What follows belongs to an exercise in optimizing a design on an open flow for small area, a short achievable clock period and few clock cycles; a production flow would make more cautious choices. RTL that was checked went through simulation tests only; none was proved equivalent to the original. Only the layout flow was run in runs 2 to 5; the RTL was not checked for function there. Power figures rest on the tool's default switching activity, not on a simulated workload.

$ cat design.v
module thr_cmp (
    input  wire signed [14:0] y5,
    input  wire        [13:0] tm,
    input  wire               tn1,
    output wire signed [16:0] tg,
    output wire signed [16:0] tl,
    output wire signed [16:0] tn
);
    wire signed [16:0] x20 = {y5, 2'b00};
    wire signed [16:0] te  = {3'd0, tm};
    assign tg = x20 + ~te + {16'd0, !tn1};    
    assign tl = x20 + te + {16'd0, tn1};
    assign tn = ~x20;                         
endmodule
module bacc #(parameter BS = 6, parameter [31:0] INIT = 32'hffffffff) (
    input  wire        clk,
    input  wire        restart,
    input  wire [16:0] t,
    input  wire        ci,
    output wire        neg
);
    localparam NB = (32 + BS - 1) / BS;
    reg  [31:0]   acc;
    reg  [NB-2:0] cr;
    wire [31:0]   a = restart ? INIT : acc;
    wire [31:0]   b = {{15{t[16]}}, t};
    wire [NB-1:0] bcin = restart ? {{(NB-1){1'b0}}, ci} : {cr, ci};
    wire [NB-1:0] bco;
    wire [31:0]   s;
    genvar j;
    generate for (j = 0; j < NB; j = j + 1) begin : blk
        localparam LO = j * BS;
        localparam W  = (LO + BS > 32) ? (32 - LO) : BS;
        wire [W:0] r = {1'b0, a[LO +: W]} + {1'b0, b[LO +: W]} + {{W{1'b0}}, bcin[j]};
        assign s[LO +: W] = r[W-1:0];
        assign bco[j] = r[W];
    end endgenerate
    always @(posedge clk) begin
        acc <= s;
        cr  <= bco[NB-2:0];
    end
    wire [NB-1:0] c;
    assign c[0] = 1'b0;
    generate for (j = 1; j < NB; j = j + 1) begin : res
        localparam LO = (j - 1) * BS;
        wire d = (j == 1) ? 1'b0 : cr[j-2];
        assign c[j] = (d & c[j-1]) ? (&acc[LO+1 +: BS-1]) : ((d | c[j-1]) & (&acc[LO +: BS]));
    end endgenerate
    localparam TL = (NB - 1) * BS;
    wire dt  = cr[NB-2];
    wire c31;
    generate if (TL >= 30) begin : top1
        assign c31 = (dt & c[NB-1]) | ((dt | c[NB-1]) & acc[30]);
    end else begin : topn
        assign c31 = (dt & c[NB-1]) ? (&acc[30:TL+1]) : ((dt | c[NB-1]) & (&acc[30:TL]));
    end endgenerate
    assign neg = acc[31] ^ c31;
endmodule
module line_decoder (
    input  wire               clk,
    input  wire               rst,
    input  wire               start,
    input  wire        [2:0]  cmd_scheme,
    input  wire        [15:0] cmd_ncells,
    input  wire signed [15:0] cmd_spb,
    input  wire        [11:0] cmd_fs,
    input  wire               s_valid,
    output wire               s_ready,
    input  wire signed [11:0] s_data,
    output reg                b_valid,
    output reg                b_bit,
    output reg                busy,
    output reg                done,
    output reg         [1:0]  res,
    output wire        [15:0] outlen
);
    localparam [2:0] SC_NRZL = 3'd0, SC_NRZI = 3'd1, SC_MAN = 3'd2, SC_DMAN = 3'd3,
                     SC_AMI  = 3'd4, SC_B8ZS = 3'd5, SC_HDB3 = 3'd6, SC_RSVD = 3'd7;
    localparam [1:0] RES_OK = 2'd0, RES_EMPTY = 2'd1, RES_INVALID = 2'd2, RES_UNSUP = 2'd3;
    reg  [15:0] n_l;
    reg  [13:0] h_l;         
    reg         f_nrzl, f_nrzi, f_man, f_dman, f_win, f_b8;
    reg  [13:0] tm;
    reg         tn1;
    assign outlen = n_l;
    reg         rdy;         
    reg         pass2;
    reg  [13:0] hc;          
    reg         hb;          
    reg  [15:0] kc;          
    assign s_ready = rdy;
    wire        take   = s_valid && rdy;
    wire        h_end  = (hc == 14'd1);
    wire        c_end  = h_end && hb;
    wire        k_last = (kc == 16'd1);
    reg  signed [11:0] x1;
    reg         v1;
    reg         s1_p2, s1_cfirst, s1_hfirst, s1_h2, s1_hend, s1_cend, s1_last;
    reg         nxt_cfirst, nxt_hfirst;    
    reg  signed [14:0] y5;
    reg         v2t, v2;
    reg         s2_cfirst, s2_hfirst, s2_h2, s2_hend, s2_cend, s2_last;
    reg  signed [16:0] tc, tb;      
    wire signed [16:0] ta;
    reg         s3_rstab, s3_rstc, s3_hend, s3_cend, s3_last;
    reg         ci_ab;       
    wire        neg_a, neg_b, neg_c;
    reg         v4_hend, v4_cend, v4_last;
    reg         ref_nz, ref_pos;     
    reg         dm_bit;              
    reg  [7:0]  w_pre, w_pol;        
    reg  [3:0]  w_cnt;
    reg  [3:0]  skip;                
    reg         lb_pos;
    reg         flush;
    wire signed [16:0] tg, tl, tn;
    thr_cmp u_terms (.y5(y5), .tm(tm), .tn1(tn1), .tg(tg), .tl(tl), .tn(tn));
    wire [13:0] y_m  = y5[13:0] ^ {14{y5[14]}};
    wire        y_n  = y5[14];
    wire        y_gt = {y_m, y_n} > {tm, tn1};
    wire gt  = !neg_a;                   
    wire lt  =  neg_b;                   
    wire nz  = gt || lt;
    wire cgt = !neg_c;
    reg  line_bit;
    always @(*) begin
        if (f_nrzl)      line_bit = gt;
        else if (f_nrzi) line_bit = nz && ref_nz && (gt != ref_pos);
        else if (f_man)  line_bit = lt || (!gt && cgt);
        else if (f_dman) line_bit = dm_bit;
        else             line_bit = nz;
    end
    wire [3:0]  win_len  = f_b8 ? 4'd8 : 4'd4;
    wire        w_full   = (w_cnt == win_len);
    wire [2:0]  w_last   = f_b8 ? 3'd7 : 3'd3;
    wire        ex_pre   = w_pre[w_last];
    wire        ex_pol   = w_pol[w_last];
    wire        ex_bit   = ex_pre && (skip == 4'd0);
    wire        lb_eff   = (w_full && ex_pre) ? ex_pol : lb_pos;
    wire [7:0]  np_pre   = {w_pre[6:0], nz};
    wire [7:0]  np_pol   = {w_pol[6:0], gt};
    wire [3:0]  cnt_n    = w_full ? w_cnt : w_cnt + 4'd1;
    wire        test_en  = (cnt_n == win_len) && (skip <= 4'd1);
    wire b8_shape = !np_pre[7] && !np_pre[6] && !np_pre[5] && np_pre[4] &&
                     np_pre[3] && !np_pre[2] && np_pre[1] && np_pre[0];
    wire b8_pol   = (np_pol[4] == lb_eff) && (np_pol[3] != lb_eff) &&
                    (np_pol[1] != lb_eff) && (np_pol[0] == lb_eff);
    wire match8   = b8_shape && b8_pol;
    wire h_mid    = !np_pre[2] && !np_pre[1] && np_pre[0];
    wire t000v    = h_mid && !np_pre[3] && (np_pol[0] == lb_eff);
    wire tb00v    = h_mid &&  np_pre[3] && (np_pol[3] != lb_eff) && (np_pol[0] == np_pol[3]);
    wire match4   = t000v || tb00v;
    wire        match    = test_en && (f_b8 ? match8 : match4);
    wire [2:0]  fl_idx   = w_cnt[2:0] - 3'd1;
    wire        fl_bit   = w_pre[fl_idx] && (skip == 4'd0);
    always @(posedge clk) begin
        if (rst) begin
            busy    <= 1'b0;
            done    <= 1'b0;
            res     <= RES_OK;
            n_l     <= 16'd0;
            rdy     <= 1'b0;
            v1      <= 1'b0;
        end else begin
            v1  <= take;
            if (!busy) begin
                if (start) begin
                    done   <= 1'b0;
                    res    <= RES_OK;
                    n_l    <= 16'd0;
                    if (cmd_ncells == 16'd0) begin
                        res  <= RES_EMPTY;
                        done <= 1'b1;
                    end else if (cmd_spb <= 16'sd0 || cmd_spb[0]) begin
                        res  <= RES_INVALID;
                        done <= 1'b1;
                    end else if (cmd_scheme == SC_RSVD) begin
                        res  <= RES_UNSUP;
                        done <= 1'b1;
                    end else begin
                        busy <= 1'b1;
                        rdy  <= 1'b1;
                        n_l  <= cmd_ncells;
                    end
                end
            end else begin
                if (take && pass2 && c_end && k_last)
                    rdy <= 1'b0;
                if ((v4_cend && v4_last && !f_win) || (flush && w_cnt == 4'd1)) begin
                    busy <= 1'b0;
                    done <= 1'b1;
                end
            end
        end
    end
    always @(posedge clk) begin
        if (!busy) begin
            h_l    <= cmd_spb[14:1];
            f_nrzl <= (cmd_scheme == SC_NRZL);
            f_nrzi <= (cmd_scheme == SC_NRZI);
            f_man  <= (cmd_scheme == SC_MAN);
            f_dman <= (cmd_scheme == SC_DMAN);
            f_win  <= (cmd_scheme == SC_B8ZS) || (cmd_scheme == SC_HDB3);
            f_b8   <= (cmd_scheme == SC_B8ZS);
            hc     <= cmd_spb[14:1];
            hb     <= 1'b0;
            kc     <= cmd_ncells;
            pass2  <= 1'b0;
            nxt_cfirst <= 1'b1;
            nxt_hfirst <= 1'b0;
        end else if (take) begin
            if (h_end) begin
                hc <= h_l;
                hb <= !hb;
            end else begin
                hc <= hc - 14'd1;
            end
            if (c_end) begin
                if (k_last) begin
                    kc    <= n_l;
                    pass2 <= 1'b1;
                end else begin
                    kc <= kc - 16'd1;
                end
            end
            nxt_cfirst <= c_end;
            nxt_hfirst <= h_end && !hb;
        end
    end
    always @(posedge clk) begin
        x1        <= s_data;
        s1_p2     <= pass2;
        s1_cfirst <= nxt_cfirst;
        s1_hfirst <= nxt_hfirst;
        s1_h2     <= hb;
        s1_hend   <= h_end && !hb;
        s1_cend   <= c_end;
        s1_last   <= c_end && k_last;
    end
    always @(posedge clk) begin
        y5        <= {{3{x1[11]}}, x1} + {x1[11], x1, 2'b00};
        s2_cfirst <= s1_cfirst;
        s2_hfirst <= s1_hfirst;
        s2_h2     <= s1_h2;
        s2_hend   <= s1_hend;
        s2_cend   <= s1_cend;
        s2_last   <= s1_last;
    end
    always @(posedge clk) begin
        if (rst) begin
            v2t <= 1'b0;
            v2  <= 1'b0;
        end else begin
            v2t <= v1 && !s1_p2;
            v2  <= v1 && s1_p2;
        end
    end
    always @(posedge clk) begin
        if (!busy) begin
            tm  <= {2'b00, cmd_fs};
            tn1 <= 1'b0;
        end else if (v2t && y_gt) begin
            tm  <= y_m;
            tn1 <= y_n;
        end
        tb <= !v2 ? 17'sd0 : (f_man && s2_h2) ? tn : tl;
        ci_ab <= v2 && f_man && s2_h2;
        tc <= !v2 ? 17'sd0 : tg;
        s3_rstab <= v2 && (s2_cfirst || (f_dman && s2_hfirst));
        s3_rstc  <= v2 && s2_cfirst;
        s3_hend  <= v2 && s2_hend;
        s3_cend  <= v2 && s2_cend;
        s3_last  <= s2_last;
    end
    assign ta = ci_ab ? tb : tc;
    bacc #(.INIT(32'hffffffff)) u_acc_a (.clk(clk), .restart(s3_rstab), .t(ta), .ci(ci_ab), .neg(neg_a));
    bacc #(.INIT(32'h00000000)) u_acc_b (.clk(clk), .restart(s3_rstab), .t(tb), .ci(ci_ab), .neg(neg_b));
    bacc #(.INIT(32'hffffffff)) u_acc_c (.clk(clk), .restart(s3_rstc),  .t(tc), .ci(1'b0),  .neg(neg_c));
    always @(posedge clk) begin
        v4_last <= s3_last;
    end
    always @(posedge clk) begin
        if (rst) begin
            v4_hend <= 1'b0;
            v4_cend <= 1'b0;
        end else begin
            v4_hend <= s3_hend;
            v4_cend <= s3_cend;
        end
    end
    always @(posedge clk) begin
        if (rst) begin
            b_valid <= 1'b0;
            b_bit   <= 1'b0;
            flush   <= 1'b0;
        end else begin
            b_valid <= 1'b0;
            b_bit   <= 1'b0;
            if (!busy) begin
                flush   <= 1'b0;
                ref_nz  <= 1'b0;
                ref_pos <= 1'b0;
                w_cnt   <= 4'd0;
                skip    <= 4'd0;
                lb_pos  <= 1'b0;
            end else begin
                if (v4_hend)
                    dm_bit <= nz && ref_nz && (gt == ref_pos);
                if (v4_cend) begin
                    if (!f_win) begin
                        b_valid <= 1'b1;
                        b_bit   <= line_bit;
                        if (f_nrzi && nz) begin
                            ref_nz  <= 1'b1;
                            ref_pos <= gt;
                        end
                        if (f_dman) begin
                            ref_nz  <= nz;
                            ref_pos <= gt;
                        end
                    end else begin
                        if (w_full) begin
                            b_valid <= 1'b1;
                            b_bit   <= ex_bit;
                        end
                        lb_pos <= lb_eff;
                        w_pre  <= np_pre;
                        w_pol  <= np_pol;
                        w_cnt  <= cnt_n;
                        if (match)
                            skip <= win_len;
                        else if (skip != 4'd0)
                            skip <= skip - 4'd1;
                        if (v4_last)
                            flush <= 1'b1;
                    end
                end else if (flush) begin
                    b_valid <= 1'b1;
                    b_bit   <= fl_bit;
                    w_cnt   <= w_cnt - 4'd1;
                    if (skip != 4'd0)
                        skip <= skip - 4'd1;
                    if (w_cnt == 4'd1)
                        flush <= 1'b0;
                end
            end
        end
    end
endmodule
$ cat run.sh
#!/bin/bash
# synth_recipe.tcl (not shown) runs the flow's synth.tcl, then flattens the netlist and writes it again
# the make line also repeats each setting of config.mk as NAME=value (left out here)
make -C /OpenROAD-flow-scripts/flow DESIGN_CONFIG=/design/flow/config.mk WORK_HOME=/design/flow/orfs CLKGATE_MAP_FILE= SYNTH_SCRIPT=/design/flow/synth_recipe.tcl finish
$ cat config.mk
export PLATFORM = sky130hd
export DESIGN_NAME = line_decoder
export DESIGN_NICKNAME = line_decoder
export VERILOG_FILES = /design/flow/design.v
export SDC_FILE = /design/flow/constraint.sdc
export NUM_CORES = 4
export LEC_CHECK = 0
export CAP_MARGIN = 20
export CORE_MARGIN = 2
export CORE_UTILIZATION = 60
export CTS_CLUSTER_DIAMETER = 80
export CTS_CLUSTER_SIZE = 24
export PLACE_DENSITY = 0.75
export SETUP_SLACK_MARGIN = 5
export SLEW_MARGIN = 20
$ cat constraint.sdc
create_clock -name core_clock -period 12.0 [get_ports {clk}]
set_input_delay 2.4000 -clock core_clock [delete_from_list [all_inputs] [get_ports {clk}]]
set_output_delay 2.4000 -clock core_clock [all_outputs]
set_load 0.01 [all_outputs]
==> results of run 1 <==
## power groups by stage
stage	Combinational (uW)	Sequential, uW	Clock [uW]
3_3_place_gp	299	1200	0
2_1_floorplan	231	1190	0
3_5_place_dp	305	1210	0
5_1_grt	344	1190	672
6_report	308	1180	612
4_1_cts	307	1180	629
## stage by stage
stage | utilization, % | hold WS (ns) | total power (uW) | std cells
floorplan | - | 0.310 | 1420 | 1731
CTS | 67.3 | 0.336 | 2120 | 2179
finish | 67.3 | 0.335 | 2100 | 2179
global route | 67.3 | 0.345 | 2200 | 2179
global placement | 65.6 | 0.310 | 1500 | 2151
detailed placement | 65.6 | 0.315 | 1510 | 2151
## cell usage in the layout, fill, tap and decap left out, drive strengths merged, types with 22 or more instances in the layout
master / Yosys / layout
a21o: 63 / 63
a21oi: 86 / 86
clkbuf: 48 / 24
clkdlybuf4s50: 0 / 84
dfxtp: 228 / 228
edfxtp: 90 / 90
fa: 33 / 33
ha: 139 / 139
inv: 134 / 137
mux2: 32 / 32
mux2i: 22 / 22
nand2: 79 / 79
nand2b: 40 / 40
nand3: 24 / 24
nor2: 171 / 171
nor2b: 54 / 54
nor3: 23 / 23
o21ai: 44 / 44
or2: 63 / 63
xnor2: 83 / 83
xor2: 49 / 49
## final cells by class
type | instances | share of cell area [%]
Timing Repair Buffer | 95 | 4.89
Clock inverter | 4 | 0.166
Clock buffer | 24 | 2.41
Sequential cell | 318 | 38.6
Tap cell | 378 | 2.51
Multi-Input combinational cell | 1225 | 48.7
Inverter | 135 | 2.71
## layer usage
layer,up-vias,track usage [%],wire [um]
met3,23,2.46,1350
met2,225,36.5,15200
met5,-,0,0
met1,5733,32.3,16300
met4,0,3.32,255
li1,6080,-,-
## flip-flops by register name, summed over array words and instances (netlist names), 8 cells and up
signal	count
u_acc_a.acc	32
u_acc_b.acc	32
u_acc_c.acc	32
tb	17
tc	17
kc	16
n_l	16
y5	15
h_l	14
hc	14
tm	14
x1	12
w_pol	8
w_pre	8
## logic make-up (layout without fill, tap and decap cells)
kind of cell	Yosys count	count (layout)	share of synthesized area (%)
DFF	318	318	42.4
xor gates and xnor gates	132	132	6.85
adders and majority gates	173	173	14.1
buffers and inverters	188	258	4.25
muxes	57	57	3.85
AOI/OAI and AO/OA	324	324	12.6
and+or+nand+nor	539	539	16.0
## worst paths after layout
path,start,end,slack (ns),cells after the start
worst max-delay path,start,n_l[11]$_SDFFE_PP0P_,7.55,7
worst min-delay path,s1_h2$_DFF_P_,s2_h2$_DFF_P_,0.33,0
worst max register to register,busy$_SDFF_PP0_,n_l[11]$_SDFFE_PP0P_,8.38,9
worst min register to register,s1_h2$_DFF_P_,s2_h2$_DFF_P_,0.33,0
## worst reg2reg max path, delay by kind of cell (launching register included)
family	cells	cell delay [ns]
compound gates	2	0.66
flops	1	0.33
simple gates	3	1.44
buf+inv	4	1.12
==> flow_summary.ini, run 1 <==
[clock_tree]
cts_hold_buffers = 0
worstSkewPairLatency_ns = 0.51
max-clock-path-buffers = 3
worst_path_clk_slew_ns = 0.09
clock_sinks = 318
cts_root_buffer = clkbuf_16
cts_setup_buffers = 0
tritoncts_buffers = 17
cts-htree-levels = 1
cts_resized = 0
cts_tree = yes

[grt]
grt.overflow.total = 0
grt_pass1_wl_um = 56400
grt_pass1_vias = 11900
grt_max_degree = 75
global_route.usage.total_pct = 22.2
antenna_found_initial = 0

[synthesis]
synthFlopType = dfxtp_1
syn_avg_cell_area_um2 = 9.91
synth.top_cell.area_share_pct = 26.6
synth_fp_nets = 1966
synth.ff_latch_count = 318
synth.most_common_cell = dfxtp_1
asyncSetResetFlopFracSynth_pct = 0
number_of_synthesized_flops_with_an_enable_pin = 90
yosys-top-cells-count = 228 x dfxtp_1, 171 x nor2_1, 139 x ha_1
yosysUniqueCellTypes = 79
mappedNetlistArea_mm2 = 0.0171
syn_inst = 1731
yosys_warnings = 3
synth_top_area_cell = dfxtp_1
seq_area_frac_synth_pct = 42.4
synth.top_cells.by_area = dfxtp_1 27%, edfxtp_1 16%, ha_1 10%, xnor2_1 4.2%, fa_1 3.9%

[sta]
timing.fmax_mhz = 225
final.setup.tns_ns = 0
worst_slew_pin_slew_ns = 1.06
setup_repair_after_global_routing_missed_its_margin = no
timing_max_transition_violations_final = 0
max_slew_margin_pct = 29.1
fin_skew_ns = 0.0290
finalHoldViolations = 0
timing.final.setup_violations = 0
fin_crit_ns = 4.45
final_critical_path_setup_slack_ns = 7.55
timing.final.crit_share_pct = 37.1

[final_layout]
layout.nets = 2027
final_layout_size_suffix_gt1_share_pct = 7.94
multi_input_comb_area_mm2 = 0.00916
layout.area.seq_mm2 = 0.00727
finalInstanceArea_mm2 = 0.0188
layout-area-overhead-vs-synth_pct = 9.71
n_fill_cell = 2227
insertedDiodeCount = 0

[pwr]
seqPwrFrac_pct = 56.2
power.combinational.fraction_pct = 14.6
p_int_uw = 1560
switchingPower_uw = 544
power.share.switching_pct = 25.9
power.leakage_uw = 0.00866
power.density_mw_per_mm2 = 112
max-vdd-ir-drop_mv = 0.132
clockPowerShare_pct = 29.1

[route]
detail_route.wl_per_cell_um = 15.2
detail_route.vias_per_cell = 5.54
detail_route.wirelength_um = 33100
detail_route.first_pass.iterations = 4
drt_iter0_drc = 653
vias = 12100
drcViolationCount = 0
route.antenna.remaining_nets = 0

[critical_path]
cpLargestDelayFamily = simple AND/OR/NAND/NOR gates
critPathKind = in -> reg
crit_chain = clkdlybuf4s50_1, nand2_1, a41oi_1, inv_1, nor2_2, a22oi_1, nor2_1
critical_path.max_fanout = 19
cp_slowest_cell = nor2_2
worst_setup_path_end_kind = register
timing.critical_path.slowest_cell_delay_ns = 0.68
startpoint_type = input pin
critical_path_buf_inv_count = 2
data_required_critical_path_ns = 12.45
critical_path_arrival_ns = 4.90

[floorplanning]
die-width_um = 173
rows = 61
die_h_um = 173
die-area_mm2 = 0.0299
floorplan.initialDensity_pct = 61.4
core-area_mm2 = 0.0279
top_level_ports = 86

[placement]
placer_congestion_estimate = 0.838
portBuffers = 85
place.detailed.hpwl_um = 24200
dpl-instance-area_mm2 = 0.0183
dpl_worst_slack_ns = 7.11

[job]
maximum_capacitance_violations = 0

[status]
run_status = no timing/DRC/antenna violations

[hold_path]
class_of_the_worst_hold_path = reg -> reg
Testbench counts, summed over its fixed seeds: cycles 62,204.
==> run 2, diff against run 1 <==
--- a/design.v
+++ b/design.v
@@ -95,3 +95,3 @@
     wire        k_last = (kc == 16'd1);
-    reg  signed [11:0] x1;
+    reg  signed [14:0] y5;
     reg         v1;
@@ -99,7 +99,7 @@
     reg         nxt_cfirst, nxt_hfirst;    
-    reg  signed [14:0] y5;
-    reg         v2t, v2;
-    reg         s2_cfirst, s2_hfirst, s2_h2, s2_hend, s2_cend, s2_last;
-    reg  signed [16:0] tc, tb;      
-    wire signed [16:0] ta;
+    wire        v2t = v1 && !s1_p2;
+    wire        v2  = v1 && s1_p2;
+    wire        s2_cfirst = s1_cfirst, s2_hfirst = s1_hfirst, s2_h2 = s1_h2;
+    wire        s2_hend = s1_hend, s2_cend = s1_cend, s2_last = s1_last;
+    reg  signed [16:0] ta, tb, tc;
     reg         s3_rstab, s3_rstc, s3_hend, s3_cend, s3_last;
@@ -230,3 +230,3 @@
     always @(posedge clk) begin
-        x1        <= s_data;
+        y5        <= {{3{s_data[11]}}, s_data} + {s_data[11], s_data, 2'b00};
         s1_p2     <= pass2;
@@ -240,20 +240,2 @@
     always @(posedge clk) begin
-        y5        <= {{3{x1[11]}}, x1} + {x1[11], x1, 2'b00};
-        s2_cfirst <= s1_cfirst;
-        s2_hfirst <= s1_hfirst;
-        s2_h2     <= s1_h2;
-        s2_hend   <= s1_hend;
-        s2_cend   <= s1_cend;
-        s2_last   <= s1_last;
-    end
-    always @(posedge clk) begin
-        if (rst) begin
-            v2t <= 1'b0;
-            v2  <= 1'b0;
-        end else begin
-            v2t <= v1 && !s1_p2;
-            v2  <= v1 && s1_p2;
-        end
-    end
-    always @(posedge clk) begin
         if (!busy) begin
@@ -265,2 +247,3 @@
         end
+        ta <= !v2 ? 17'sd0 : (f_man && s2_h2) ? tn : tg;
         tb <= !v2 ? 17'sd0 : (f_man && s2_h2) ? tn : tl;
@@ -274,3 +257,2 @@
     end
-    assign ta = ci_ab ? tb : tc;
     bacc #(.INIT(32'hffffffff)) u_acc_a (.clk(clk), .restart(s3_rstab), .t(ta), .ci(ci_ab), .neg(neg_a));
==> flow/run.sh (new file) <==
#!/bin/bash
# Standard layout, with timing repair aimed at a tighter setup target than the clock period.
set -euo pipefail
bash standard.sh SETUP_SLACK_MARGIN=8.8 CTS_ARGS=-sink_clustering_enable\ -repair_clock_nets\ -dont_use_dummy_load finish > standard_flow.log 2>&1
==> standard.sh (new file) <==
#!/bin/bash
# synth_recipe.tcl (not shown) runs the flow's synth.tcl, then flattens the netlist and writes it again
# the make line also repeats each setting of config.mk as NAME=value (left out here)
make -C /OpenROAD-flow-scripts/flow DESIGN_CONFIG=/design/flow/config.mk WORK_HOME=/design/flow/orfs CLKGATE_MAP_FILE= SYNTH_SCRIPT=/design/flow/synth_recipe.tcl "${@:-finish}"
--- a/config.mk
+++ b/config.mk
@@ -9,7 +9,4 @@
 export CORE_MARGIN = 2
-export CORE_UTILIZATION = 60
-export CTS_CLUSTER_DIAMETER = 80
-export CTS_CLUSTER_SIZE = 24
-export PLACE_DENSITY = 0.75
-export SETUP_SLACK_MARGIN = 5
+export CORE_UTILIZATION = 40
+export PLACE_DENSITY = 0.6
 export SLEW_MARGIN = 20
removed: run.sh
==> run 2 against run 1 <==
Net effect:
- global-route usage down 5.0 points
- sequential cell count down 4
- worst setup slack better by 0.78 ns
- cell count up 12%
==> flow_summary.ini, run 2 <==
[status]
run_status = no timing/DRC/antenna violations

[route]
detail_route.wl_per_cell_um = 15.6
detail_route.vias_per_cell = 5.08
route.antenna.remaining_nets = 0
detail_route.first_pass.iterations = 5
drcViolationCount = 0
detail_route.wirelength_um = 38000
drt_iter0_drc = 656
vias = 12400

[critical_path]
critical_path.max_fanout = 2
startpoint_type = input pin
cpLargestDelayFamily = buffers and inverters
critical_path_buf_inv_count = 9
critPathKind = in -> reg
crit_chain = buf_8, ha_4, inv_2, fa_2, nor2b_2, o21ai_2, a21boi_2, buf_4, buf_6, buf_6, buf_6, buf_6, buf_6, buf_6, nor2_2
worst_setup_path_end_kind = register
path_common_cell = buf_6
timing.critical_path.slowest_cell_delay_ns = 0.35
data_required_critical_path_ns = 12.39
cp_slowest_cell = fa_2
critical_path_arrival_ns = 4.05

[synthesis]
synthFlopType = dfxtp_1
seq_area_frac_synth_pct = 42.0
yosysUniqueCellTypes = 71
synth_fp_nets = 1999
synth.top_cells.by_area = dfxtp_1 26%, edfxtp_1 16%, ha_1 10%, xnor2_1 4.7%, nor2_1 4.0%
yosys-top-cells-count = 224 x dfxtp_1, 182 x nor2_1, 139 x ha_1
synth_top_area_cell = dfxtp_1
synth.most_common_cell = dfxtp_1
synth.top_cell.area_share_pct = 26.2
syn_avg_cell_area_um2 = 9.70
yosys_warnings = 3
number_of_synthesized_flops_with_an_enable_pin = 90
mappedNetlistArea_mm2 = 0.0171
syn_inst = 1764
synth.ff_latch_count = 314
asyncSetResetFlopFracSynth_pct = 0

[clock_tree]
cts_tree = yes
tritoncts_buffers = 37
cts-htree-levels = 2
max-clock-path-buffers = 3
cts_root_buffer = clkbuf_16
cts_hold_buffers = 0
clock_sinks = 314
worstSkewPairLatency_ns = 0.53
worst_path_clk_slew_ns = 0.05

[final_layout]
utilization_pct = 48.6
final_cell_mix = 199 x dfxtp_1, 177 x nor2_1, 133 x ha_1, 130 x inv_1, 109 x a21oi_1
final_layout_size_suffix_gt1_share_pct = 19.0
insertedDiodeCount = 0
multi_input_comb_area_mm2 = 0.00966
biggestRegsByFlops = u_acc_a.acc: 32 flops, u_acc_b.acc: 32 flops, u_acc_c.acc: 32 flops
layout.nets = 2138
n_fill_cell = 3858
leading_cell_type_in_the_layout_fill_and_taps_excluded = dfxtp_1
layout-area-overhead-vs-synth_pct = 19.4
layout.area.seq_mm2 = 0.00722

[grt]
grt_pass1_vias = 12500
grt.overflow.total = 0
grt_max_degree = 75
grt_pass1_wl_um = 62400
global_route.usage.total_pct = 17.2
antenna_found_initial = 0

[floorplanning]
die-area_mm2 = 0.0444
core-area_mm2 = 0.0420
die_h_um = 211
die-width_um = 211
floorplan.initialDensity_pct = 40.7
top_level_ports = 86
rows = 75

[sta]
worst_slew_pin_slew_ns = 0.865
fin_skew_ns = 0.0407
fin_hold_ws_ns = 0.325
timing.final.crit_share_pct = 30.6
finalHoldViolations = 0
final.setup.tns_ns = 0
fin_crit_ns = 3.67
setup_repair_after_global_routing_missed_its_margin = yes
timing.final.setup_violations = 0
max_slew_margin_pct = 42.4
timing_max_transition_violations_final = 0
timing.fmax_mhz = 273

[job]
maximum_capacitance_violations = 0

[placement]
place.detailed.hpwl_um = 26500
portBuffers = 85
placer_congestion_estimate = 0.852

[pwr]
power.leakage_uw = 0.00925
seqPwrFrac_pct = 46.2
clockPowerShare_pct = 36.8
p_int_uw = 1870
power.combinational.fraction_pct = 17.0
power.share.switching_pct = 26.3
switchingPower_uw = 669
power.density_mw_per_mm2 = 124
fin_total_pwr_uw = 2540
max-vdd-ir-drop_mv = 0.0983

[hold_path]
class_of_the_worst_hold_path = reg -> reg
[run 2: cell count changes after synthesis, moves of 6 or more]
cell     before  now
a21oi_1      86  113
mux2i_1      21   10
nor2_1      171  182
xnor2_1      83   92
a21o_1       63   55
o211a_1       7    0
or4_1         1    8
nor3_1       22   28
[run 2: layout make-up]
| type | instances | share of cell area [%] |
|---|---|---|
| Tap cell | 539 | 3.30 |
| Multi-Input combinational cell | 1259 | 47.3 |
| Inverter | 134 | 2.46 |
| Timing Repair Buffer | 157 | 7.03 |
| Clock buffer | 37 | 4.53 |
| Sequential cell | 314 | 35.4 |
[run 2: cells by family after synthesis]
group	after synthesis	share of synthesized area (%)
buffers and inverters	191	4.23
AO/OA/AOI/OAI	335	12.5
flip-flops	314	42.0
adder cells (fa/ha/maj)	173	14.1
multiplexers	42	2.95
AND/OR/NAND/NOR	564	16.8
XOR/XNOR	145	7.42
[run 2: final timing paths]
check	from	end	slack, ns	cells after the start
setup / recovery	s_data[2]	y5[6]$_DFF_P_	8.33	15
hold / removal	s1_last$_DFF_P_	s3_last$_DFF_P_	0.32	0
hold reg to reg	s1_last$_DFF_P_	s3_last$_DFF_P_	0.32	0
setup reg to reg	y5[14]$_DFF_P_	tm[10]$_DFFE_PP_	8.98	10
[run 2: timing repair]
action	in CTS	in global routing
setup buffers	49	13
pin swaps	33	24
gates cloned	1	0
resized for setup	275	59
setup endpoints to repair	125	63
[run 2: power groups by stage]
stage                     logic [uW]  clock network [uW]  registers [uW]
after floorplan                  294                   0            1180
after global placement           394                   0            1190
after detailed placement         395                   0            1190
after CTS                        418                 965            1170
after global routing             481                1010            1180
final                            432                 935            1170
[run 2: routing by layer]
layer | wire length [um] | vias up | GRT usage, %
met4 | 714 | 0 | 4.06
met5 | 0 | - | 0
met1 | 18400 | 5869 | 23.5
met2 | 17700 | 158 | 28.7
li1 | - | 6318 | -
met3 | 1170 | 46 | 2.57
[run 2: stage by stage]
step / area [um^2] / instances / setup WS [ns]
finish: 20400 / 2440 / 8.33
global route: 20400 / 2440 / 8.29
CTS: 20300 / 2427 / 8.34
detailed placement: 18800 / 2340 / 7.36
global placement: 18800 / 2340 / 7.40
floorplan: 17400 / 1764 / 8.11
==> run 3, diff against run 2 <==
--- a/design.v
+++ b/design.v
@@ -95,3 +95,3 @@
     wire        k_last = (kc == 16'd1);
-    reg  signed [14:0] y5;
+    reg  signed [11:0] x1;
     reg         v1;
@@ -99,2 +99,3 @@
     reg         nxt_cfirst, nxt_hfirst;    
+    wire signed [14:0] y5 = {{3{x1[11]}}, x1} + {x1[11], x1, 2'b00};
     wire        v2t = v1 && !s1_p2;
@@ -103,3 +104,4 @@
     wire        s2_hend = s1_hend, s2_cend = s1_cend, s2_last = s1_last;
-    reg  signed [16:0] ta, tb, tc;
+    reg  signed [16:0] tc, tb;      
+    wire signed [16:0] ta;
     reg         s3_rstab, s3_rstc, s3_hend, s3_cend, s3_last;
@@ -230,3 +232,3 @@
     always @(posedge clk) begin
-        y5        <= {{3{s_data[11]}}, s_data} + {s_data[11], s_data, 2'b00};
+        x1        <= s_data;
         s1_p2     <= pass2;
@@ -247,3 +249,2 @@
         end
-        ta <= !v2 ? 17'sd0 : (f_man && s2_h2) ? tn : tg;
         tb <= !v2 ? 17'sd0 : (f_man && s2_h2) ? tn : tl;
@@ -257,2 +258,3 @@
     end
+    assign ta = ci_ab ? tb : tc;
     bacc #(.INIT(32'hffffffff)) u_acc_a (.clk(clk), .restart(s3_rstab), .t(ta), .ci(ci_ab), .neg(neg_a));
==> flow/run.sh (replaced) <==
#!/bin/bash
# Standard layout, with timing repair aimed at a tighter setup target than the clock period.
set -euo pipefail
bash standard.sh SETUP_SLACK_MARGIN=8.7 CORE_UTILIZATION=60 PLACE_DENSITY=0.75 CTS_ARGS=-sink_clustering_enable\ -repair_clock_nets\ -sink_clustering_size\ 24\ -sink_clustering_max_diameter\ 80\ -dont_use_dummy_load finish > standard_flow.log 2>&1
==> run 3 against run 2 <==
Net effect:
- still clean
- clock-buffer cell count down 20
- cell count shrank 10%
- sequential power shrank 8%
- die area down 34%
- hold slack better by 0.025 ns
- clock skew shrank 0.0066 ns
- synthesized area decreased by 1.7%
- first-iteration DRC count increased by 12%
- sequential cell count fell by 19
- largest cell class unchanged
==> flow_summary.ini, run 3 <==
[critical_path]
data_required_critical_path_ns = 12.19
critPathLaunch = x1[3]$_DFF_P_
critical_path_buf_inv_count = 2
timing.critical_path.slowest_cell_delay_ns = 0.37
cpLargestDelayFamily = compound AO/OA/AOI/OAI gates
rr_worst_depth = 15
critical_path_arrival_ns = 3.73
critPathKind = reg -> reg
startpoint_type = register
cp_slowest_cell = dfxtp_4
critical_path.max_fanout = 6
r2r_slack_ns = 8.47
regToRegStartpoint = x1[3]$_DFF_P_
timing.rr.end = tm[8]$_DFFE_PP_
worst_setup_path_end_kind = register
crit_chain = ha_4, a211o_1, o211ai_1, a21oi_2, a41o_1, buf_6, o41ai_4, xnor2_1, ha_1, nand4_1, nor4_2, nor3b_2, o21ai_2, buf_4, nand2_4

[route]
vias = 12600
drt_iter0_drc = 737
detail_route.wirelength_um = 37300
route.antenna.remaining_nets = 0
detail_route.vias_per_cell = 5.73
routedLengthMet1_um = 16500
top_layer_used = met4
detailroute.wirelength.met2_um = 18500
detail_route.wl_per_cell_um = 17.0
detail_route.first_pass.iterations = 5
route.met3.wl_um = 1570
drcViolationCount = 0

[grt]
global_route.usage.total_pct = 25.0
grt.overflow.total = 0
antenna_found_initial = 0
grt_max_degree = 63
grt_pass1_vias = 12500
grt_pass1_wl_um = 60000

[final_layout]
leading_cell_type_in_the_layout_fill_and_taps_excluded = dfxtp_1
n_fill_cell = 2004
multi_input_comb_area_mm2 = 0.0100
biggestRegsByFlops = u_acc_a.acc: 32 flops, u_acc_b.acc: 32 flops, u_acc_c.acc: 32 flops
final_cell_mix = 176 x dfxtp_1, 136 x nor2_1, 130 x ha_1, 111 x inv_1, 90 x edfxtp_1
fin_cells = 2193
insertedDiodeCount = 0
layout.nets = 2053
layout-area-overhead-vs-synth_pct = 16.8
layout.area.seq_mm2 = 0.00686
utilization_pct = 70.9
final_layout_size_suffix_gt1_share_pct = 20.9

[sta]
timing_max_transition_violations_final = 0
finalHoldViolations = 0
timing.fmax_mhz = 283
timing.final.setup_violations = 0
fin_crit_ns = 3.53
final.setup.tns_ns = 0
timing.final.crit_share_pct = 29.4
max_slew_margin_pct = 41.8
worst_slew_pin_slew_ns = 0.873
fin_skew_ns = 0.0341
setup_repair_after_global_routing_missed_its_margin = yes

[synthesis]
yosys_warnings = 3
synth.top_cell.area_share_pct = 24.4
seq_area_frac_synth_pct = 40.5
mappedNetlistArea_mm2 = 0.0168
yosys-top-cells-count = 205 x dfxtp_1, 144 x nor2_1, 140 x ha_1
synth.most_common_cell = dfxtp_1
yosysUniqueCellTypes = 80
synth.ff_latch_count = 295
syn_avg_cell_area_um2 = 9.85
number_of_synthesized_flops_with_an_enable_pin = 90
synthFlopType = dfxtp_1
syn_inst = 1707
synth_top_area_cell = dfxtp_1
asyncSetResetFlopFracSynth_pct = 0
synth.top_cells.by_area = dfxtp_1 24%, edfxtp_1 16%, ha_1 10%, xnor2_1 5.2%, fa_1 3.9%
synth_fp_nets = 1943

[hold_path]
min_to = s3_last$_DFF_P_
hold_crit_depth = 0
class_of_the_worst_hold_path = reg -> reg
min_from = s1_last$_DFF_P_

[placement]
place.detailed.hpwl_um = 25600
place.detailed.instances = 2121
placer_congestion_estimate = 0.858
portBuffers = 85

[clock_tree]
clock_sinks = 295
cts_tree = yes
cts_hold_buffers = 0
cts_root_buffer = clkbuf_16
cts-htree-levels = 1
worst_path_clk_slew_ns = 0.09
max-clock-path-buffers = 3
tritoncts_buffers = 17
worstSkewPairLatency_ns = 0.51

[floorplanning]
die_h_um = 171
top_level_ports = 86
floorplan.initialDensity_pct = 60.7
die-area_mm2 = 0.0294
rows = 61
die-width_um = 171
core-area_mm2 = 0.0277

[pwr]
max-vdd-ir-drop_mv = 0.122
power.density_mw_per_mm2 = 108
power.leakage_uw = 0.00884

[job]
maximum_capacitance_violations = 0

[status]
run_status = no timing/DRC/antenna violations
run 3: worst max-delay path by stage:
stage,depth (start not counted),slack (ns),end
2_1_floorplan,7,8.49,rdy$_SDFFE_PP0P_
3_3_place_gp,5,7.74,res[0]$_SDFFE_PP0P_
3_5_place_dp,5,7.73,res[0]$_SDFFE_PP0P_
4_1_cts,16,8.49,tm[13]$_SDFFE_PN0P_
5_1_grt,15,8.30,tm[8]$_DFFE_PP_
6_report,15,8.47,tm[8]$_DFFE_PP_
run 3: logic make-up after synthesis:
logic type	Yosys count	share of synthesized area [%]
AND/OR/NAND/NOR	538	16.6
AO/OA/AOI/OAI	330	13.1
flip-flops	295	40.5
buffers and inverters	174	4.15
adder cells (fa/ha/maj)	174	14.4
XOR/XNOR	141	7.35
multiplexers	55	4.00
run 3: worst reg2reg max path, stage by stage, from the launching register on:
cell,delay (ns)
dfxtp_4,0.37
ha_4,0.25
a211o_1,0.28
o211ai_1,0.15
a21oi_2,0.11
a41o_1,0.24
buf_6,0.13
o41ai_4,0.34
xnor2_1,0.14
ha_1,0.34
nand4_1,0.19
nor4_2,0.24
nor3b_2,0.09
o21ai_2,0.12
buf_4,0.16
nand2_4,0.08
run 3: area by class of cell:
class / count / area share (%)
multi-input cells: 1241 / 51.2
flip-flops and latches: 295 / 34.9
repair buffers: 148 / 7.15
well taps: 378 / 2.41
inverters: 114 / 2.20
clock buffers: 17 / 2.17
run 3: repair_timing:
item | in CTS | in global routing
resized for setup | 296 | 66
setup endpoints to repair | 123 | 117
pin swaps | 39 | 32
setup buffers | 38 | 11
endpoints found under the hold margin | 0 | 0
cloned | 3 | 3
run 3: routing by layer:
metal,track usage (%),vias to the layer above
li1,-,6164
met1,33.2,6079
met5,0,-
met2,43.8,261
met3,2.95,51
met4,5.78,0
run 3: report_power, final:
part	leakage, uW	switching [uW]	internal [uW]
sequential	0.00253	26.2	1060
clock	0.000209	320	254
combinational	0.00609	246	217
total	0.00884	592	1530
run 3: stage by stage:
step                      worst slack (ns)  instance area (um^2)  hold slack, ns  total power, uW
after global routing                  8.30                 19600           0.355             2210
after detailed placement              7.73                 18100           0.332             1470
after global placement                7.74                 18100           0.322             1460
after CTS                             8.49                 19200           0.353             2100
final                                 8.47                 19600           0.350             2120
after floorplan                       8.49                 17000           0.310             1380
==> run 4, diff against run 3 <==
==> flow/run.sh (replaced) <==
#!/bin/bash
# Standard layout, with timing repair aimed at a tighter setup target than the clock period.
set -euo pipefail
bash standard.sh SETUP_SLACK_MARGIN=8.7 CORE_UTILIZATION=60 PLACE_DENSITY=0.75 CTS_CLUSTER_SIZE=24 CTS_CLUSTER_DIAMETER=80 finish > standard_flow.log 2>&1
==> run 4 against run 3 <==
Net effect:
- clock-buffer cell count is 8 higher
- critical path type unchanged
- highest routed layer unchanged
- combinational power is 12% higher
- global-route usage is 0.13 points higher
- still clean on timing, DRC and antenna
- register-to-register slack worse by 0.08 ns
==> flow_summary.ini, run 4 <==
[placement]
place.detailed.instances = 2121
portBuffers = 85
dpl_worst_slack_ns = 7.73
place.detailed.hpwl_um = 25600
placer_congestion_estimate = 0.858

[critical_path]
regToRegStartpoint = x1[2]$_DFF_P_
worst_setup_path_endpoint = tb[16]$_SDFF_PN0_
cp_slowest_cell = o41ai_4
timing.critical_path.depth = 16
rr_worst_depth = 16
startpoint_type = register
critical_path.max_fanout = 5
worst_setup_path_end_kind = register
data_required_critical_path_ns = 12.43
critical_path_buf_inv_count = 5
r2r_slack_ns = 8.39
crit_chain = ha_4, fa_2, buf_4, buf_6, buf_12, xnor2_4, inv_2, ha_4, o21ai_4, o41ai_2, buf_4, o41ai_4, o41ai_2, o31a_1, or3_4, a21oi_4
timing.critical_path.slowest_cell_delay_ns = 0.42
cpLargestDelayFamily = compound AO/OA/AOI/OAI gates
critPathLaunch = x1[2]$_DFF_P_
timing.rr.end = tb[16]$_SDFF_PN0_
critical_path_arrival_ns = 4.04
critPathKind = reg -> reg

[final_layout]
final_cell_mix = 176 x dfxtp_1, 138 x nor2_1, 126 x ha_1, 109 x inv_1
layout-area-overhead-vs-synth_pct = 18.7
biggestRegsByFlops = u_acc_a.acc: 32 flops, u_acc_b.acc: 32 flops, u_acc_c.acc: 32 flops
fin_cells = 2218
final_layout_size_suffix_gt1_share_pct = 22.1
layout.nets = 2067
utilization_pct = 72.0
leading_cell_type_in_the_layout_fill_and_taps_excluded = dfxtp_1
insertedDiodeCount = 0

[synthesis]
yosys_warnings = 3
synth.top_cell.area_share_pct = 24.4
synth.top_cells.by_area = dfxtp_1 24%, edfxtp_1 16%, ha_1 10%, xnor2_1 5.2%, fa_1 3.9%
synth.ff_latch_count = 295
mappedNetlistArea_mm2 = 0.0168
yosysUniqueCellTypes = 80
synthFlopType = dfxtp_1
asyncSetResetFlopFracSynth_pct = 0
yosys-top-cells-count = 205 x dfxtp_1, 144 x nor2_1, 140 x ha_1
synth_fp_nets = 1943
syn_inst = 1707
number_of_synthesized_flops_with_an_enable_pin = 90
synth.most_common_cell = dfxtp_1
seq_area_frac_synth_pct = 40.5
synth_top_area_cell = dfxtp_1
syn_avg_cell_area_um2 = 9.85

[floorplanning]
floorplan.initialDensity_pct = 60.7
die_h_um = 171
top_level_ports = 86
die-area_mm2 = 0.0294
die-width_um = 171
core-area_mm2 = 0.0277
rows = 61

[grt]
busiest_layer = met2
met2_usage_pct = 44.3
antenna_found_initial = 1
global_route.usage.total_pct = 25.1
grt_pass1_vias = 12600
global_route.usage.met1_pct = 33.8
grt_max_degree = 63
globalRouteMet3Util_pct = 2.44
grt.overflow.total = 0
grt_pass1_wl_um = 60400

[sta]
final.setup.tns_ns = 0
timing.fmax_mhz = 277
worst_slew_pin_slew_ns = 0.837
max_slew_margin_pct = 44.1
fin_skew_ns = 0.0253
final_critical_path_setup_slack_ns = 8.39
setup_repair_after_global_routing_missed_its_margin = yes
fin_crit_ns = 3.61
finalHoldViolations = 0
timing_max_transition_violations_final = 0
timing.final.setup_violations = 0
timing.final.crit_share_pct = 30.1

[job]
maximum_capacitance_violations = 0

[clock_tree]
max-clock-path-buffers = 3
clock_sinks = 295
worstSkewPairLatency_ns = 0.51
tritoncts_buffers = 17
worst_path_clk_slew_ns = 0.10
cts-htree-levels = 1
cts_tree = yes
cts_root_buffer = clkbuf_16
cts_hold_buffers = 0

[route]
vias = 12700
detail_route.wl_per_cell_um = 17.1
detail_route.first_pass.iterations = 8
drt_iter0_drc = 914
detail_route.wirelength_um = 38000
detail_route.vias_per_cell = 5.75
drcViolationCount = 0
route.antenna.remaining_nets = 0

[pwr]
power.density_mw_per_mm2 = 113
power.leakage_uw = 0.00896
max-vdd-ir-drop_mv = 0.133
fin_total_pwr_uw = 2250

[hold_path]
class_of_the_worst_hold_path = reg -> reg
hold_crit_depth = 0

[status]
run_status = no timing/DRC/antenna violations
-- run 4: worst min path at each step --
stage               startpoint         endpoint  slack [ns]
6_report       s1_last$_DFF_P_  s3_last$_DFF_P_        0.35
2_1_floorplan  s1_last$_DFF_P_  s3_last$_DFF_P_        0.31
3_3_place_gp   s1_last$_DFF_P_  s3_last$_DFF_P_        0.32
4_1_cts        s1_last$_DFF_P_  s3_last$_DFF_P_        0.35
3_5_place_dp   s1_last$_DFF_P_  s3_last$_DFF_P_        0.33
5_1_grt        s3_last$_DFF_P_  v4_last$_DFF_P_        0.36
-- run 4: cells by family after synthesis --
kind of cell,after synthesis,synth area share [%]
adder cells (fa/ha/maj),174,14.4
multiplexers,55,4.00
XOR/XNOR,141,7.35
flip-flops,295,40.5
AND/OR/NAND/NOR,538,16.6
buffers and inverters,174,4.15
AO/OA/AOI/OAI,330,13.1
-- run 4: what timing repair did --
action,4_1_cts,5_1_grt
endpoints found under the setup margin,123,119
resized for setup,285,86
buffers inserted,46,18
gates cloned,3,2
pin swaps,49,38
-- run 4: area by class of cell --
type	instances	area (um^2)
multi-input combinational	1240	10200
fill	1942	7750
sequential	295	6860
timing repair buffer	163	1480
clock buffer	25	498
tap	378	473
inverter	114	432
clock inverter	3	36.3
-- run 4: where the power goes --
part           internal, uW  switching, uW
combinational           248            269
sequential             1060           26.4
clock                   298            347
-- run 4: layer usage --
metal	wire [um]	vias up
li1	-	6192
met1	16900	6169
met2	18700	326
met3	1670	60
met4	764	0
met5	0	-
-- run 4: metrics by stage --
step | instance area (um^2) | hold WS (ns)
3_3_place_gp | 18100 | 0.322
3_5_place_dp | 18100 | 0.332
6_report | 20000 | 0.353
2_1_floorplan | 17000 | 0.310
4_1_cts | 19500 | 0.354
5_1_grt | 20000 | 0.356
==> run 5, diff against run 4 <==
--- a/design.v
+++ b/design.v
@@ -99,11 +99,8 @@
     reg         nxt_cfirst, nxt_hfirst;    
-    wire signed [14:0] y5 = {{3{x1[11]}}, x1} + {x1[11], x1, 2'b00};
-    wire        v2t = v1 && !s1_p2;
-    wire        v2  = v1 && s1_p2;
-    wire        s2_cfirst = s1_cfirst, s2_hfirst = s1_hfirst, s2_h2 = s1_h2;
-    wire        s2_hend = s1_hend, s2_cend = s1_cend, s2_last = s1_last;
-    reg  signed [16:0] tc, tb;      
-    wire signed [16:0] ta;
-    reg         s3_rstab, s3_rstc, s3_hend, s3_cend, s3_last;
-    reg         ci_ab;       
+    reg  signed [14:0] y5;
+    reg         v2t, v2;
+    reg         s2_cfirst, s2_hfirst, s2_h2, s2_hend, s2_cend, s2_last;
+    wire signed [16:0] ta, tb, tc;   
+    wire        ci_ab;
+    wire        s3_rstab, s3_rstc;
     wire        neg_a, neg_b, neg_c;
@@ -242,2 +239,20 @@
     always @(posedge clk) begin
+        y5        <= {{3{x1[11]}}, x1} + {x1[11], x1, 2'b00};
+        s2_cfirst <= s1_cfirst;
+        s2_hfirst <= s1_hfirst;
+        s2_h2     <= s1_h2;
+        s2_hend   <= s1_hend;
+        s2_cend   <= s1_cend;
+        s2_last   <= s1_last;
+    end
+    always @(posedge clk) begin
+        if (rst) begin
+            v2t <= 1'b0;
+            v2  <= 1'b0;
+        end else begin
+            v2t <= v1 && !s1_p2;
+            v2  <= v1 && s1_p2;
+        end
+    end
+    always @(posedge clk) begin
         if (!busy) begin
@@ -249,12 +264,9 @@
         end
-        tb <= !v2 ? 17'sd0 : (f_man && s2_h2) ? tn : tl;
-        ci_ab <= v2 && f_man && s2_h2;
-        tc <= !v2 ? 17'sd0 : tg;
-        s3_rstab <= v2 && (s2_cfirst || (f_dman && s2_hfirst));
-        s3_rstc  <= v2 && s2_cfirst;
-        s3_hend  <= v2 && s2_hend;
-        s3_cend  <= v2 && s2_cend;
-        s3_last  <= s2_last;
     end
-    assign ta = ci_ab ? tb : tc;
+    assign ci_ab    = v2 && f_man && s2_h2;
+    assign tb       = !v2 ? 17'sd0 : ci_ab ? tn : tl;
+    assign tc       = !v2 ? 17'sd0 : tg;
+    assign ta       = ci_ab ? tn : tc;
+    assign s3_rstab = v2 && (s2_cfirst || (f_dman && s2_hfirst));
+    assign s3_rstc  = v2 && s2_cfirst;
     bacc #(.INIT(32'hffffffff)) u_acc_a (.clk(clk), .restart(s3_rstab), .t(ta), .ci(ci_ab), .neg(neg_a));
@@ -263,3 +275,3 @@
     always @(posedge clk) begin
-        v4_last <= s3_last;
+        v4_last <= s2_last;
     end
@@ -270,4 +282,4 @@
         end else begin
-            v4_hend <= s3_hend;
-            v4_cend <= s3_cend;
+            v4_hend <= v2 && s2_hend;
+            v4_cend <= v2 && s2_cend;
         end
==> run 5 against run 4 <==
Net effect:
- worst setup slack lost 0.028 ns
- register-to-register slack lost 0.03 ns
- design area grew 2.7%
- non-clock buffer count grew 58
- combinational power shrank 8.9%
- global-route usage grew 1.6 points
- cell count grew 2.6%
- synthesized cell count grew 2.3%
- maximum frequency shrank 0.76%
- hold slack lost 0.021 ns
- utilization grew 3.8 points
- sequential cell count shrank 17
- highest routed layer is now met5
==> flow_summary.ini, run 5 <==
[placement]
placer_congestion_estimate = 0.912
dpl_worst_slack_ns = 7.57
place.detailed.hpwl_um = 26100
portBuffers = 85

[synthesis]
syn_avg_cell_area_um2 = 9.48
synth_top_area_cell = dfxtp_1
yosys-top-cells-count = 188 x dfxtp_1, 139 x ha_1, 126 x nor2_1
synth.top_cells.by_area = dfxtp_1 23%, edfxtp_1 16%, ha_1 11%, xnor2_1 4.1%, fa_1 4.0%
synthesized_area_fraction_occupied_by_adder_cells_pct = 14.5
synth_area_in_simple_gates_pct = 17.8
synth.top_cell.area_share_pct = 22.7
synth_fp_nets = 1982
combinational_family_with_the_most_area_after_synthesis = simple AND/OR/NAND/NOR gates
muxShareOfSynthArea_pct = 2.36
synthFlopType = dfxtp_1
synthXorXnorAreaFrac_pct = 6.87
syn_inst = 1747
asyncSetResetFlopFracSynth_pct = 0
synth.most_common_cell = dfxtp_1
number_of_synthesized_flops_with_an_enable_pin = 90
yosysUniqueCellTypes = 89
yosys_warnings = 3
complex_gate_fraction_of_the_synthesized_area_pct = 15.2
seq_area_frac_synth_pct = 39.0
mappedNetlistArea_mm2 = 0.0166
synth.ff_latch_count = 278

[floorplanning]
floorplan.initialDensity_pct = 61.3
rows = 60
die_h_um = 170
core-area_mm2 = 0.0270
die-area_mm2 = 0.0290
die-width_um = 170
top_level_ports = 86

[sta]
worst_slew_pin_slew_ns = 0.823
fin_skew_ns = 0.0318
timing.final.setup_violations = 0
timing.final.crit_share_pct = 30.3
final.setup.tns_ns = 0
final_critical_path_setup_slack_ns = 8.36
fin_crit_ns = 3.64
finalHoldViolations = 0
max_slew_margin_pct = 45.0
timing.fmax_mhz = 275
setup_repair_after_global_routing_missed_its_margin = yes
timing_max_transition_violations_final = 0

[pwr]
max-vdd-ir-drop_mv = 0.118
power.leakage_uw = 0.00929
power.density_mw_per_mm2 = 106

[critical_path]
critPathKind = reg -> reg
worst_setup_path_end_kind = register
regToRegStartpoint = tm[9]$_DFFE_PP_
critical_path.max_fanout = 3
startpoint_type = register
data_required_critical_path_ns = 12.43
critPathLaunch = tm[9]$_DFFE_PP_
critical_path_arrival_ns = 4.07

[clock_tree]
worstSkewPairLatency_ns = 0.53
clock_sinks = 278
cts-htree-levels = 1
tritoncts_buffers = 17
cts_root_buffer = clkbuf_16
worst_path_clk_slew_ns = 0.10
max-clock-path-buffers = 3
cts_tree = yes

[route]
detail_route.vias_per_cell = 5.84
vias = 13300
detail_route.wirelength_um = 39800
route.antenna.remaining_nets = 0
drt_iter0_drc = 1019
detail_route.first_pass.iterations = 8
detail_route.wl_per_cell_um = 17.5
drcViolationCount = 0

[grt]
grt.overflow.total = 0
grt_max_degree = 68
antenna_found_initial = 1
grt_pass1_wl_um = 63300
global_route.usage.total_pct = 26.7
grt_pass1_vias = 13000

[final_layout]
multi_input_comb_area_mm2 = 0.0105
layout-area-overhead-vs-synth_pct = 23.8
final_cell_mix = 154 x dfxtp_1, 121 x nor2_1, 113 x ha_1, 110 x nand2_1, 106 x buf_4
layout.area.seq_mm2 = 0.00652
insertedDiodeCount = 0
n_fill_cell = 1849
final_layout_size_suffix_gt1_share_pct = 23.6
biggestRegsByFlops = u_acc_a.acc: 32 flops, u_acc_b.acc: 32 flops, u_acc_c.acc: 32 flops
layout.nets = 2159
leading_cell_type_in_the_layout_fill_and_taps_excluded = dfxtp_1

[hold_path]
class_of_the_worst_hold_path = reg -> reg
min_from = s2_last$_DFF_P_

[job]
maximum_capacitance_violations = 0

[status]
run_status = no timing/DRC/antenna violations
[run 5: changes by cell type in the layout (fill, tap and decap cells not counted), moves of 23 or more]
cell,change
or2_2,-57
and2_1,+42
nand2b_1,+39
buf_4,+37
nand2_1,+35
nor2b_1,-33
fa_1,-23
fa_2,+23
[run 5: through the flow]
stage                     power, uW  std cells  utilization [%]  area, um^2  hold slack (ns)
after detailed placement       1430       2117             66.5       18000            0.313
after global placement         1430       2117             66.5       18000            0.312
after global routing           2260       2276             75.9       20500            0.338
after CTS                      2120       2238             73.1       19700            0.335
final                          2180       2276             75.9       20500            0.332
after floorplan                1330       1747                -       16900            0.310
[run 5: layer usage]
| layer | up-vias | track usage (%) | part of all wire (%) |
|---|---|---|---|
| met5 | - | 0 | 0.033 |
| met4 | 2 | 7.28 | 2.3 |
| met3 | 76 | 3.30 | 5.5 |
| met2 | 379 | 44.9 | 48 |
| met1 | 6357 | 36.5 | 44 |
| li1 | 6486 | - | - |
[run 5: worst max-delay path: stages, from the launching register on]
cell      delay [ns]
edfxtp_1        0.45
inv_2           0.15
ha_4            0.22
or3_4           0.33
or3_1           0.31
a211o_1         0.27
nand3_2         0.10
a41oi_2         0.14
mux2i_4         0.26
inv_2           0.13
fa_2            0.20
inv_2           0.04
fa_2            0.35
a21o_1          0.19
a21oi_2         0.16
nor2b_1         0.06
o21ai_1         0.13
nand2b_1        0.07
[run 5: cell type report]
| class | count | area share (%) |
|---|---|---|
| multi-input cells | 1288 | 51.1 |
| flip-flops and latches | 278 | 31.8 |
| repair buffers | 221 | 10.1 |
| clock buffers | 23 | 2.39 |
| inverters | 118 | 2.20 |
| well taps | 341 | 2.08 |
| clock inverters | 7 | 0.354 |
[run 5: kinds of logic (layout without fill, tap and decap cells)]
family / count (synthesis) / count (layout)
adders and majority gates: 172 / 172
and+or+nand+nor: 570 / 570
buffers and inverters: 181 / 369
xor gates and xnor gates: 130 / 130
DFF: 278 / 278
AOI/OAI and AO/OA: 383 / 383
muxes: 33 / 33
[run 5: report_power, final]
group	total [uW]	switching, uW	internal, uW	leakage (uW)
clock network	644	345	300	0.000275
logic	471	247	224	0.00658
registers	1060	52.0	1010	0.00244
[run 5: timing repair]
| action | CTS | global route |
|---|---|---|
| pin swaps | 97 | 84 |
| endpoints found under the setup margin | 196 | 132 |
| cloned | 1 | 2 |
| gates resized for setup | 278 | 112 |
| endpoints found under the hold margin | 0 | 0 |
| hold buffers | 0 | 0 |
| buffers inserted | 90 | 36 |
[run 5: final timing paths]
check                          end  slack (ns)  cells past startpoint
max          u_acc_b.cr[4]$_DFF_P_        8.36                     17
min                v4_last$_DFF_P_        0.33                      0
max reg2reg  u_acc_b.cr[4]$_DFF_P_        8.36                     17
min reg2reg        v4_last$_DFF_P_        0.33                      0

[separate check: timing with driven ports]
The results above use ideal ports. As a check the final layouts listed here were re-extracted and re-timed, cells and wires unchanged.
Step 1 sets driving cells, clkbuf_16 on the clock port and buf_2 on the other inputs (assumed; they add their load-dependent delay and slew).
Step 2, shift: input delay + t, output delay - t, t = (earliest + latest rising clock arrival at the registers) / 2. This alone moves slack from input paths to output paths.
Slacks: ideal / step 1 / step 2; pairs: ideal / step 1.
| run | t, ns | setup slack, ns | worst setup path after step 2 |
|---|---|---|---|
| run 1 | 0.551 | 7.552 / 7.559 / 7.007 | input to register |
| run 2 | 0.557 | 8.334 / 8.330 / 7.773 | input to register |
| run 3 | 0.546 | 8.466 / 8.466 / 8.160 | input to register |
| run 4 | 0.555 | 8.388 / 8.388 / 8.155 | input to register |
| run 5 | 0.570 | 8.360 / 8.360 / 8.188 | input to register |
After both steps every run listed still meets setup and hold. The setup slack of run 2, which loses most, moves by -0.004 ns with the drivers and by -0.561 ns with both steps.
